Context: an optimization exercise on an open-source flow, tuned for small area, a short achievable clock period and few clock cycles per item. The choices shown serve that exercise and are no tape-out recipe.
For this run, only the layout was checked, not whether the RTL still works.
No activity file was given, so power comes from the tool's default toggle rates.

--- flow/config.mk ---
export PLATFORM = sky130hd
export DESIGN_NAME = lpc1_cksum
export DESIGN_NICKNAME = lpc1_cksum
export VERILOG_FILES = /design/flow/design.v
export SDC_FILE = /design/flow/constraint.sdc
export NUM_CORES = 4
export LEC_CHECK = 0
export CAP_MARGIN = 20
export CORE_MARGIN = 2
export CORE_UTILIZATION = 40
export SLEW_MARGIN = 20
export SYNTH_MEMORY_MAX_BITS = 8192
--- flow/constraint.sdc ---
create_clock -name core_clock -period 8.0 [get_ports {clk}]
set_input_delay 1.6000 -clock core_clock [delete_from_list [all_inputs] [get_ports {clk}]]
set_output_delay 1.6000 -clock core_clock [all_outputs]
set_load 0.01 [all_outputs]
--- flow/design.v ---
module lpc1_t24 (
    input  wire [7:0]  idx,
    output reg  [23:0] val
);
    always @(*) begin
        case (idx)
            8'h00: val = 24'h000000;
            8'h01: val = 24'hD6A776;
            8'h02: val = 24'hF64557;
            8'h03: val = 24'h20E221;
            8'h04: val = 24'hB78115;
            8'h05: val = 24'h612663;
            8'h06: val = 24'h41C442;
            8'h07: val = 24'h976334;
            8'h08: val = 24'h340991;
            8'h09: val = 24'hE2AEE7;
            8'h0A: val = 24'hC24CC6;
            8'h0B: val = 24'h14EBB0;
            8'h0C: val = 24'h838884;
            8'h0D: val = 24'h552FF2;
            8'h0E: val = 24'h75CDD3;
            8'h0F: val = 24'hA36AA5;
            8'h10: val = 24'h681322;
            8'h11: val = 24'hBEB454;
            8'h12: val = 24'h9E5675;
            8'h13: val = 24'h48F103;
            8'h14: val = 24'hDF9237;
            8'h15: val = 24'h093541;
            8'h16: val = 24'h29D760;
            8'h17: val = 24'hFF7016;
            8'h18: val = 24'h5C1AB3;
            8'h19: val = 24'h8ABDC5;
            8'h1A: val = 24'hAA5FE4;
            8'h1B: val = 24'h7CF892;
            8'h1C: val = 24'hEB9BA6;
            8'h1D: val = 24'h3D3CD0;
            8'h1E: val = 24'h1DDEF1;
            8'h1F: val = 24'hCB7987;
            8'h20: val = 24'hD02644;
            8'h21: val = 24'h068132;
            8'h22: val = 24'h266313;
            8'h23: val = 24'hF0C465;
            8'h24: val = 24'h67A751;
            8'h25: val = 24'hB10027;
            8'h26: val = 24'h91E206;
            8'h27: val = 24'h474570;
            8'h28: val = 24'hE42FD5;
            8'h29: val = 24'h3288A3;
            8'h2A: val = 24'h126A82;
            8'h2B: val = 24'hC4CDF4;
            8'h2C: val = 24'h53AEC0;
            8'h2D: val = 24'h8509B6;
            8'h2E: val = 24'hA5EB97;
            8'h2F: val = 24'h734CE1;
            8'h30: val = 24'hB83566;
            8'h31: val = 24'h6E9210;
            8'h32: val = 24'h4E7031;
            8'h33: val = 24'h98D747;
            8'h34: val = 24'h0FB473;
            8'h35: val = 24'hD91305;
            8'h36: val = 24'hF9F124;
            8'h37: val = 24'h2F5652;
            8'h38: val = 24'h8C3CF7;
            8'h39: val = 24'h5A9B81;
            8'h3A: val = 24'h7A79A0;
            8'h3B: val = 24'hACDED6;
            8'h3C: val = 24'h3BBDE2;
            8'h3D: val = 24'hED1A94;
            8'h3E: val = 24'hCDF8B5;
            8'h3F: val = 24'h1B5FC3;
            8'h40: val = 24'hFB4733;
            8'h41: val = 24'h2DE045;
            8'h42: val = 24'h0D0264;
            8'h43: val = 24'hDBA512;
            8'h44: val = 24'h4CC626;
            8'h45: val = 24'h9A6150;
            8'h46: val = 24'hBA8371;
            8'h47: val = 24'h6C2407;
            8'h48: val = 24'hCF4EA2;
            8'h49: val = 24'h19E9D4;
            8'h4A: val = 24'h390BF5;
            8'h4B: val = 24'hEFAC83;
            8'h4C: val = 24'h78CFB7;
            8'h4D: val = 24'hAE68C1;
            8'h4E: val = 24'h8E8AE0;
            8'h4F: val = 24'h582D96;
            8'h50: val = 24'h935411;
            8'h51: val = 24'h45F367;
            8'h52: val = 24'h651146;
            8'h53: val = 24'hB3B630;
            8'h54: val = 24'h24D504;
            8'h55: val = 24'hF27272;
            8'h56: val = 24'hD29053;
            8'h57: val = 24'h043725;
            8'h58: val = 24'hA75D80;
            8'h59: val = 24'h71FAF6;
            8'h5A: val = 24'h5118D7;
            8'h5B: val = 24'h87BFA1;
            8'h5C: val = 24'h10DC95;
            8'h5D: val = 24'hC67BE3;
            8'h5E: val = 24'hE699C2;
            8'h5F: val = 24'h303EB4;
            8'h60: val = 24'h2B6177;
            8'h61: val = 24'hFDC601;
            8'h62: val = 24'hDD2420;
            8'h63: val = 24'h0B8356;
            8'h64: val = 24'h9CE062;
            8'h65: val = 24'h4A4714;
            8'h66: val = 24'h6AA535;
            8'h67: val = 24'hBC0243;
            8'h68: val = 24'h1F68E6;
            8'h69: val = 24'hC9CF90;
            8'h6A: val = 24'hE92DB1;
            8'h6B: val = 24'h3F8AC7;
            8'h6C: val = 24'hA8E9F3;
            8'h6D: val = 24'h7E4E85;
            8'h6E: val = 24'h5EACA4;
            8'h6F: val = 24'h880BD2;
            8'h70: val = 24'h437255;
            8'h71: val = 24'h95D523;
            8'h72: val = 24'hB53702;
            8'h73: val = 24'h639074;
            8'h74: val = 24'hF4F340;
            8'h75: val = 24'h225436;
            8'h76: val = 24'h02B617;
            8'h77: val = 24'hD41161;
            8'h78: val = 24'h777BC4;
            8'h79: val = 24'hA1DCB2;
            8'h7A: val = 24'h813E93;
            8'h7B: val = 24'h5799E5;
            8'h7C: val = 24'hC0FAD1;
            8'h7D: val = 24'h165DA7;
            8'h7E: val = 24'h36BF86;
            8'h7F: val = 24'hE018F0;
            8'h80: val = 24'hAD85DD;
            8'h81: val = 24'h7B22AB;
            8'h82: val = 24'h5BC08A;
            8'h83: val = 24'h8D67FC;
            8'h84: val = 24'h1A04C8;
            8'h85: val = 24'hCCA3BE;
            8'h86: val = 24'hEC419F;
            8'h87: val = 24'h3AE6E9;
            8'h88: val = 24'h998C4C;
            8'h89: val = 24'h4F2B3A;
            8'h8A: val = 24'h6FC91B;
            8'h8B: val = 24'hB96E6D;
            8'h8C: val = 24'h2E0D59;
            8'h8D: val = 24'hF8AA2F;
            8'h8E: val = 24'hD8480E;
            8'h8F: val = 24'h0EEF78;
            8'h90: val = 24'hC596FF;
            8'h91: val = 24'h133189;
            8'h92: val = 24'h33D3A8;
            8'h93: val = 24'hE574DE;
            8'h94: val = 24'h7217EA;
            8'h95: val = 24'hA4B09C;
            8'h96: val = 24'h8452BD;
            8'h97: val = 24'h52F5CB;
            8'h98: val = 24'hF19F6E;
            8'h99: val = 24'h273818;
            8'h9A: val = 24'h07DA39;
            8'h9B: val = 24'hD17D4F;
            8'h9C: val = 24'h461E7B;
            8'h9D: val = 24'h90B90D;
            8'h9E: val = 24'hB05B2C;
            8'h9F: val = 24'h66FC5A;
            8'hA0: val = 24'h7DA399;
            8'hA1: val = 24'hAB04EF;
            8'hA2: val = 24'h8BE6CE;
            8'hA3: val = 24'h5D41B8;
            8'hA4: val = 24'hCA228C;
            8'hA5: val = 24'h1C85FA;
            8'hA6: val = 24'h3C67DB;
            8'hA7: val = 24'hEAC0AD;
            8'hA8: val = 24'h49AA08;
            8'hA9: val = 24'h9F0D7E;
            8'hAA: val = 24'hBFEF5F;
            8'hAB: val = 24'h694829;
            8'hAC: val = 24'hFE2B1D;
            8'hAD: val = 24'h288C6B;
            8'hAE: val = 24'h086E4A;
            8'hAF: val = 24'hDEC93C;
            8'hB0: val = 24'h15B0BB;
            8'hB1: val = 24'hC317CD;
            8'hB2: val = 24'hE3F5EC;
            8'hB3: val = 24'h35529A;
            8'hB4: val = 24'hA231AE;
            8'hB5: val = 24'h7496D8;
            8'hB6: val = 24'h5474F9;
            8'hB7: val = 24'h82D38F;
            8'hB8: val = 24'h21B92A;
            8'hB9: val = 24'hF71E5C;
            8'hBA: val = 24'hD7FC7D;
            8'hBB: val = 24'h015B0B;
            8'hBC: val = 24'h96383F;
            8'hBD: val = 24'h409F49;
            8'hBE: val = 24'h607D68;
            8'hBF: val = 24'hB6DA1E;
            8'hC0: val = 24'h56C2EE;
            8'hC1: val = 24'h806598;
            8'hC2: val = 24'hA087B9;
            8'hC3: val = 24'h7620CF;
            8'hC4: val = 24'hE143FB;
            8'hC5: val = 24'h37E48D;
            8'hC6: val = 24'h1706AC;
            8'hC7: val = 24'hC1A1DA;
            8'hC8: val = 24'h62CB7F;
            8'hC9: val = 24'hB46C09;
            8'hCA: val = 24'h948E28;
            8'hCB: val = 24'h42295E;
            8'hCC: val = 24'hD54A6A;
            8'hCD: val = 24'h03ED1C;
            8'hCE: val = 24'h230F3D;
            8'hCF: val = 24'hF5A84B;
            8'hD0: val = 24'h3ED1CC;
            8'hD1: val = 24'hE876BA;
            8'hD2: val = 24'hC8949B;
            8'hD3: val = 24'h1E33ED;
            8'hD4: val = 24'h8950D9;
            8'hD5: val = 24'h5FF7AF;
            8'hD6: val = 24'h7F158E;
            8'hD7: val = 24'hA9B2F8;
            8'hD8: val = 24'h0AD85D;
            8'hD9: val = 24'hDC7F2B;
            8'hDA: val = 24'hFC9D0A;
            8'hDB: val = 24'h2A3A7C;
            8'hDC: val = 24'hBD5948;
            8'hDD: val = 24'h6BFE3E;
            8'hDE: val = 24'h4B1C1F;
            8'hDF: val = 24'h9DBB69;
            8'hE0: val = 24'h86E4AA;
            8'hE1: val = 24'h5043DC;
            8'hE2: val = 24'h70A1FD;
            8'hE3: val = 24'hA6068B;
            8'hE4: val = 24'h3165BF;
            8'hE5: val = 24'hE7C2C9;
            8'hE6: val = 24'hC720E8;
            8'hE7: val = 24'h11879E;
            8'hE8: val = 24'hB2ED3B;
            8'hE9: val = 24'h644A4D;
            8'hEA: val = 24'h44A86C;
            8'hEB: val = 24'h920F1A;
            8'hEC: val = 24'h056C2E;
            8'hED: val = 24'hD3CB58;
            8'hEE: val = 24'hF32979;
            8'hEF: val = 24'h258E0F;
            8'hF0: val = 24'hEEF788;
            8'hF1: val = 24'h3850FE;
            8'hF2: val = 24'h18B2DF;
            8'hF3: val = 24'hCE15A9;
            8'hF4: val = 24'h59769D;
            8'hF5: val = 24'h8FD1EB;
            8'hF6: val = 24'hAF33CA;
            8'hF7: val = 24'h7994BC;
            8'hF8: val = 24'hDAFE19;
            8'hF9: val = 24'h0C596F;
            8'hFA: val = 24'h2CBB4E;
            8'hFB: val = 24'hFA1C38;
            8'hFC: val = 24'h6D7F0C;
            8'hFD: val = 24'hBBD87A;
            8'hFE: val = 24'h9B3A5B;
            8'hFF: val = 24'h4D9D2D;
            default: val = 24'h000000;
        endcase
    end
endmodule
module lpc1_cksum (
    input  wire        clk,
    input  wire        rst,
    input  wire        cmd_valid,
    output wire        cmd_ready,
    input  wire [31:0] cmd_word,
    input  wire [31:0] cmd_len,
    input  wire [23:0] cmd_fcs_in,
    input  wire        in_valid,
    output wire        in_ready,
    input  wire [31:0] in_data,
    output reg         done,
    output reg  [7:0]  code,
    output reg  [7:0]  last_op,
    output reg         match,
    output reg  [23:0] fcs_val,
    output reg  [23:0] fcs_rx,
    output reg  [16:0] fcs_cover,
    output reg  [16:0] out_len,
    output reg  [5:0]  crc6,
    output reg  [9:0]  crc10
);
    localparam [16:0] BUF_BYTES = 17'd65536;
    localparam [7:0] C_OK           = 8'h00;
    localparam [7:0] C_FCS_MISMATCH = 8'h01;
    localparam [7:0] C_NO_CRC       = 8'h02;
    localparam [7:0] C_ERR_LEN      = 8'h10;
    localparam [7:0] C_ERR_TYPE     = 8'h11;
    localparam [7:0] C_ERR_OVERFLOW = 8'h13;
    localparam [7:0] C_ERR_PARAM    = 8'h14;
    localparam [7:0] C_ERR_CMD      = 8'h15;
    localparam [2:0] OP_BAD    = 3'd0;
    localparam [2:0] OP_CALC   = 3'd1;
    localparam [2:0] OP_GEN    = 3'd2;
    localparam [2:0] OP_CHK    = 3'd3;
    localparam [2:0] OP_CRC6   = 3'd4;
    localparam [2:0] OP_CRC10  = 3'd5;
    localparam [2:0] OP_SPLICE = 3'd6;
    localparam [1:0] S_IDLE = 2'd0;
    localparam [1:0] S_RUN  = 2'd1;
    localparam [1:0] S_FIN  = 2'd2;
    function [5:0] crc6_byte(input [5:0] c, input [7:0] b);
        integer i;
        reg [5:0] r;
        begin
            r = c;
            for (i = 7; i >= 0; i = i - 1) begin
                r = r ^ {b[i], 5'b0};
                if (r[5]) r = {r[4:0], 1'b0} ^ 6'h2F;
                else      r = {r[4:0], 1'b0};
            end
            crc6_byte = r;
        end
    endfunction
    function [9:0] crc10_byte(input [9:0] c, input [7:0] b);
        integer i;
        reg [9:0] r;
        begin
            r = c;
            for (i = 7; i >= 0; i = i - 1) begin
                r = r ^ {b[i], 9'b0};
                if (r[9]) r = {r[8:0], 1'b0} ^ 10'h233;
                else      r = {r[8:0], 1'b0};
            end
            crc10_byte = r;
        end
    endfunction
    reg [1:0]  state;
    reg [2:0]  op;
    reg [7:0]  op_raw;
    reg        sup;
    reg [23:0] fcs_in;
    reg        len_big;       
    reg [16:0] n;             
    reg [31:0] wbuf;          
    reg [2:0]  wcnt;          
    reg [16:0] fetched;       
    reg [16:0] pos;           
    reg [23:0] reg24;
    reg        ui_ctl;        
    reg        ui;            
    reg [3:0]  ftype;
    reg [23:0] rx;
    reg [5:0]  c6;
    reg [9:0]  c10;
    assign cmd_ready = (state == S_IDLE);
    assign in_ready  = (state == S_RUN) && (fetched < n) &&
                       ((wcnt == 3'd0) || (wcnt == 3'd1));
    reg [2:0] dec_op;
    always @(*) begin
        case (cmd_word)
            32'h0000_0001: dec_op = OP_CALC;
            32'h0000_0002: dec_op = OP_GEN;
            32'h0000_0102: dec_op = OP_GEN;
            32'h0000_0003: dec_op = OP_CHK;
            32'h0000_0010: dec_op = OP_CRC6;
            32'h0000_0011: dec_op = OP_CRC10;
            32'h0000_0012: dec_op = OP_SPLICE;
            default:       dec_op = OP_BAD;
        endcase
    end
    wire [16:0] body    = (op == OP_CHK) ? (n - 17'd3) : n;
    wire [7:0]  cur     = wbuf[7:0];
    wire        step    = (state == S_RUN) && (wcnt != 3'd0);
    wire        covered = (op == OP_CALC) ? 1'b1
                        : ((pos < body) && !(ui && pos >= 17'd7));
    wire [23:0] t24_val;
    lpc1_t24 u_t24 (
        .idx (reg24[7:0] ^ cur),
        .val (t24_val)
    );
    wire [23:0] v24   = ~reg24;
    wire [16:0] cov_len = (ui && body > 17'd7) ? 17'd7 : body;
    always @(posedge clk) begin
        if (rst) begin
            state     <= S_IDLE;
            done      <= 1'b0;
            code      <= 8'h00;
            last_op   <= 8'h00;
            match     <= 1'b0;
            fcs_val   <= 24'h0;
            fcs_rx    <= 24'h0;
            fcs_cover <= 17'h0;
            out_len   <= 17'h0;
            crc6      <= 6'h0;
            crc10     <= 10'h0;
            op        <= OP_BAD;
            op_raw    <= 8'h00;
            sup       <= 1'b0;
            fcs_in    <= 24'h0;
            len_big   <= 1'b0;
            n         <= 17'h0;
            wbuf      <= 32'h0;
            wcnt      <= 3'd0;
            fetched   <= 17'h0;
            pos       <= 17'h0;
            reg24     <= 24'hFFFFFF;
            ui_ctl    <= 1'b0;
            ui        <= 1'b0;
            ftype     <= 4'h0;
            rx        <= 24'h0;
            c6        <= 6'h0;
            c10       <= 10'h0;
        end else begin
            done <= 1'b0;
            case (state)
                S_IDLE: begin
                    if (cmd_valid) begin
                        op      <= dec_op;
                        op_raw  <= cmd_word[7:0];
                        sup     <= cmd_word[8];
                        fcs_in  <= cmd_fcs_in;
                        len_big <= (cmd_len > {15'h0, BUF_BYTES});
                        n       <= cmd_len[16:0];
                        wcnt    <= 3'd0;
                        fetched <= 17'h0;
                        pos     <= 17'h0;
                        reg24   <= 24'hFFFFFF;
                        ui_ctl  <= 1'b0;
                        ui      <= 1'b0;
                        ftype   <= 4'h0;
                        rx      <= 24'h0;
                        c6      <= 6'h0;
                        c10     <= 10'h0;
                        if (dec_op == OP_BAD || cmd_len > {15'h0, BUF_BYTES} ||
                            cmd_len == 32'h0)
                            state <= S_FIN;
                        else
                            state <= S_RUN;
                    end
                end
                S_RUN: begin
                    if (step) begin
                        if (covered)
                            reg24 <= (reg24 >> 8) ^ t24_val;
                        if (pos == 17'd0)
                            ftype <= cur[7:4];
                        if (pos == 17'd1)
                            ui_ctl <= (cur[7:5] == 3'b110);
                        if (pos == 17'd2)
                            ui <= ui_ctl && !cur[0];
                        if (pos < 17'd2)
                            c6 <= crc6_byte(c6, cur);
                        if (pos >= 17'd4)
                            c10 <= crc10_byte(c10, cur);
                        if (pos >= body)
                            rx <= {cur, rx[23:8]};
                        pos <= pos + 17'd1;
                    end
                    if (in_valid && in_ready) begin
                        wbuf    <= in_data;
                        wcnt    <= 3'd4;
                        fetched <= fetched + 17'd4;
                    end else if (step) begin
                        wbuf <= {8'h00, wbuf[31:8]};
                        wcnt <= wcnt - 3'd1;
                    end
                    if (step && pos == n - 17'd1)
                        state <= S_FIN;
                end
                S_FIN: begin
                    state   <= S_IDLE;
                    done    <= 1'b1;
                    last_op <= op_raw;
                    if (op == OP_BAD) begin
                        code    <= C_ERR_CMD;
                        out_len <= 17'h0;
                    end else if (len_big) begin
                        code <= C_ERR_PARAM;
                        if (op == OP_GEN || op == OP_SPLICE)
                            out_len <= 17'h0;
                    end else begin
                        case (op)
                            OP_CALC: begin
                                code      <= C_OK;
                                fcs_val   <= v24;
                                fcs_cover <= n;
                            end
                            OP_GEN: begin
                                if (n > BUF_BYTES - 17'd3) begin
                                    code    <= C_ERR_OVERFLOW;
                                    out_len <= 17'h0;
                                end else if (sup && fcs_in != 24'h0) begin
                                    code      <= C_OK;
                                    out_len   <= n + 17'd3;
                                    fcs_cover <= 17'h0;
                                end else begin
                                    code      <= C_OK;
                                    out_len   <= n + 17'd3;
                                    fcs_val   <= v24;
                                    fcs_cover <= cov_len;
                                end
                            end
                            OP_CHK: begin
                                if (n < 17'd3) begin
                                    code <= C_ERR_LEN;
                                end else begin
                                    fcs_val   <= v24;
                                    fcs_rx    <= rx;
                                    fcs_cover <= cov_len;
                                    match     <= (v24 == rx);
                                    code      <= (v24 == rx) ? C_OK : C_FCS_MISMATCH;
                                end
                            end
                            OP_CRC6: begin
                                if (n < 17'd2) begin
                                    code <= C_ERR_LEN;
                                end else begin
                                    code <= C_OK;
                                    crc6 <= c6;
                                end
                            end
                            OP_CRC10: begin
                                if (n < 17'd1) begin
                                    code <= C_ERR_LEN;
                                end else if (ftype == 4'd1) begin
                                    code  <= C_NO_CRC;
                                    crc10 <= 10'h0;
                                end else if (ftype != 4'd0 && ftype != 4'd14) begin
                                    code <= C_ERR_TYPE;
                                end else if (n < 17'd4) begin
                                    code <= C_ERR_LEN;
                                end else begin
                                    code  <= C_OK;
                                    crc10 <= c10;
                                end
                            end
                            default: begin  
                                if (n < 17'd1) begin
                                    code    <= C_ERR_LEN;
                                    out_len <= 17'h0;
                                end else if (ftype == 4'd1) begin
                                    code    <= C_NO_CRC;
                                    out_len <= n;
                                end else if (ftype != 4'd0 && ftype != 4'd14) begin
                                    code    <= C_ERR_TYPE;
                                    out_len <= 17'h0;
                                end else if (n < 17'd4) begin
                                    code    <= C_ERR_LEN;
                                    out_len <= 17'h0;
                                end else begin
                                    code    <= C_OK;
                                    out_len <= n;
                                    crc6    <= c6;
                                    crc10   <= c10;
                                end
                            end
                        endcase
                    end
                end
                default: state <= S_IDLE;
            endcase
        end
    end
endmodule
--- flow/run.sh ---
#!/bin/bash
# synth_recipe.tcl (not shown) runs the flow's synth.tcl, then flattens the netlist and writes it again
# the make line also repeats each setting of config.mk as NAME=value (left out here)
make -C /OpenROAD-flow-scripts/flow DESIGN_CONFIG=/design/flow/config.mk WORK_HOME=/design/flow/orfs CLKGATE_MAP_FILE= SYNTH_SCRIPT=/design/flow/synth_recipe.tcl finish
==> impl_metrics.tcl <==
set metrics [dict create \
    setup_violations 0 \
    cts_resized 0 \
    p_per_area_nw_per_um2 186 \
    synth_cells 1998 \
    grt_pass1_vias 14119 \
    synth_fa_ha_area_share_pct 3.02 \
    p_comb_share_pct 8.6 \
    grt_overflow_total 0 \
    holdBufCountCts 0 \
    internal-power_mw 2.79 \
    synth_edf_count 0 \
    rrSetupSlack_ns 3.26 \
    areaGrowthSynthToFinish_pct 24.8 \
    cts_tree "done" \
    swShare_pct 23.7 \
    critPathKind "reg2out" \
    critPathArrivalTime_ns 3.79 \
    cts_max_path_buffers 3 \
    path_max_fanout 17 \
    start_kind "register" \
    wire_per_inst_um 19.1 \
    ant_nets 0 \
    dpl-instance-area_sq_um 18400 \
    initial_core_util_pct 40.7 \
    finalInstanceArea_sq_um 19700 \
    min_period_ns 5.39 \
    viasPerCell 5.50 \
    p_clk_share_pct 48.6 \
    cts_sinks 305 \
    clockRootBuffer "clkbuf_16" \
    netlist-cell-type-count 71 \
    synth_flop_cell "dfxtp_1" \
    die_h_um 202 \
    placementRows 72 \
    ys_warn_count 2 \
    finalClockSkew_ns 0.0223 \
    synth-seq-area-share_pct 38.8 \
    ioPinCount 242 \
    synth_area_sq_um 15800 \
    firstDrtPassIters 5 \
    leakage_nw 6.71 \
    finalHoldViolCount 0 \
    p_sw_uw 869 \
    mostFrequentLayoutCells "dfxtp_1, nand2_1, nor2_1, clkdlybuf4s50_1, a21oi_1" \
    timing.hold.ws_ns 0.439 \
    p_seq_share_pct 42.8 \
    portBuffers 237 \
    grt_usage_pct 24.8 \
    synth-seq-cells 305 \
    clkLatencyLatePin_ns 0.56 \
    reg2reg_from "n[0]$_SDFFE_PP0P_" \
    outcome "timing/DRC/antenna clean" \
    wirelength_um 51400 \
    die_w_um 202 \
    endpoint_kind "primary output" \
    cap_violations 0 \
    core_area_sq_um 38700 \
    min_path_type "reg2reg" \
    cp-startpoint "n[2]$_SDFFE_PP0P_" \
    cts_buffers 36 \
    path_clk_slew_ns 0.06 \
    min_from "op_raw[0]$_SDFFE_PP0P_" \
    fmax_mhz 185 \
    synth-xor-area-share_pct 10.6 \
    grt_max_degree 130 \
    muxShareOfSynthArea_pct 2.54 \
    final_max_slew_viol_count 0 \
    setup_tns_ns 0 \
    period_share_pct 67.4 \
    crit_required_ns 6.40 \
    total_power_mw 3.66 \
    grt_pass1_wl_um 80900 \
    mostFrequentLayoutCell "dfxtp_1" \
    htreeDepth 2 \
    post_cts_buffers 0 \
    final_core_util_pct 50.8 \
    place.gp.congestion 0.933 \
    slew_headroom_pct 28.3 \
    synth_area_per_cell_sq_um 7.89 \
    drive_gt1_share_pct 4.88 \
    reg2reg_to "rx[16]$_SDFFE_PP0P_" \
    dieArea_sq_um 41000 \
    drc 0 \
    hpwl_um 37300 \
    fin_nets 2312 \
    worst_slew_pin_slew_ns 1.08 \
    async_flop_share_pct 0 \
    grt_setup_unrepaired "no" \
    synth_top_family_by_area "simple AND/OR/NAND/NOR gates" \
    ff2ff_path_depth 14 \
    synth_simple_gate_area_share_pct 24.1 \
    irDropWorstVdd_v 0.000142 \
    crit_path_end "in_ready" \
    dr_total_vias 14792 \
    antenna_found_initial 1 \
    synth_compound_area_share_pct 16.4 \
    drt_iter0_drc 969 \
]
state kept, by name, summed over array words and instances, names as in the netlist, 10 cells and up:
register   flops
fcs_in        24
reg24         24
rx            24
fetched       15
n             17
pos           17
out_len       17
crc10         10
wbuf          32
fcs_cover     17
c10           10
fcs_val       24
fcs_rx        24
through the flow:
step / setup slack, ns / cells
finish: 2.61 / 2691
global route: 2.39 / 2690
detailed placement: 3.20 / 2630
floorplan: 4.07 / 2001
global placement: 3.27 / 2630
CTS: 2.60 / 2690
how the worst min path moves through the flow:
stage	to	slack (ns)	depth (start not counted)
6_report	last_op[0]$_SDFFE_PP0P_	0.44	2
3_3_place_gp	fcs_cover[2]$_SDFFE_PP0P_	0.43	2
2_1_floorplan	last_op[0]$_SDFFE_PP0P_	0.43	2
3_5_place_dp	fcs_cover[0]$_SDFFE_PP0P_	0.44	2
5_1_grt	fcs_rx[8]$_SDFFE_PP0P_	0.46	2
4_1_cts	fcs_cover[0]$_SDFFE_PP0P_	0.45	2
synthesized netlist by cell type (27+ instances only):
cell type    n  area share (%)
nand2_1    301             7.2
a311oi_1    28             1.6
a21oi_1    188             6.0
ha_1        38             3.0
a22oi_1     27             1.3
nor4_1      44             1.7
nand3_1     86             2.7
clkbuf_1   121             2.9
xnor2_1    131             7.3
o21ai_0     67             2.1
dfxtp_1    305              39
nor2_1     248             5.9
inv_1       30            0.71
xor2_1      59             3.3
nor3_1      37             1.2
mux2i_1     40             2.5
logic make-up after synthesis:
kind of cell,count (synthesis)
compound gates,416
xor+xnor,190
fa+ha+maj,38
buf+inv,178
flops,305
mux,40
other cells,1
simple gates,830
worst max-delay path: stages (launching register included):
cell	delay (ns)
dfxtp_1	0.83
inv_1	0.20
ha_1	0.33
nor3b_1	0.14
o21a_1	0.24
o21a_1	0.18
o21a_1	0.16
o21ai_0	0.21
a31oi_1	0.21
nor2_1	0.17
clkdlybuf4s50_1	0.56
area by class of cell:
type / count / area [sq um]
Antenna cell: 1 / 2.50
Timing Repair Buffer: 259 / 2540
Sequential cell: 305 / 6110
Clock inverter: 10 / 219
Multi-Input combinational cell: 1518 / 8970
Inverter: 30 / 113
Fill cell: 3777 / 19100
Tap cell: 518 / 648
Clock buffer: 50 / 1060
metal layers:
layer / part of all wire [%] / GRT usage (%) / vias up
met2: 45 / 39.4 / 461
met1: 46 / 34.1 / 7027
li1: - / - / 7238
met4: 2.1 / 7.09 / 0
met3: 7.2 / 5.09 / 66
met5: 0 / 0 / -
power groups by stage:
stage / clock (mW) / sequential (mW) / combinational (mW)
floorplan: 0 / 1.58 / 0.193
global placement: 0 / 1.60 / 0.311
detailed placement: 0 / 1.60 / 0.310
CTS: 1.82 / 1.57 / 0.312
global route: 1.88 / 1.57 / 0.340
finish: 1.78 / 1.57 / 0.313

==> what the ideal ports hide <==
No port has a modelled driver above. Below, the same layout with a new extraction and two added sets of constraints. Step 1: set_driving_cell puts a clkbuf_16 on clk and a buf_2 on each other input, an assumption about the parent block. Step 2, shift: input delay + t, output delay - t, t = (earliest + latest rising clock arrival at the registers) / 2. This alone moves slack from input paths to output paths. Three values: ideal, step 1, step 2; two values: the first two.
t (ns): 0.603
setup WS [ns]: 2.605 / 2.550 / 3.153
worst setup path after step 2: register to output
pins driven straight from the clock port: 1
After both steps this run still meets setup and hold. For this run, drivers alone change the setup slack by -0.055 ns; drivers and shift together by +0.548 ns.
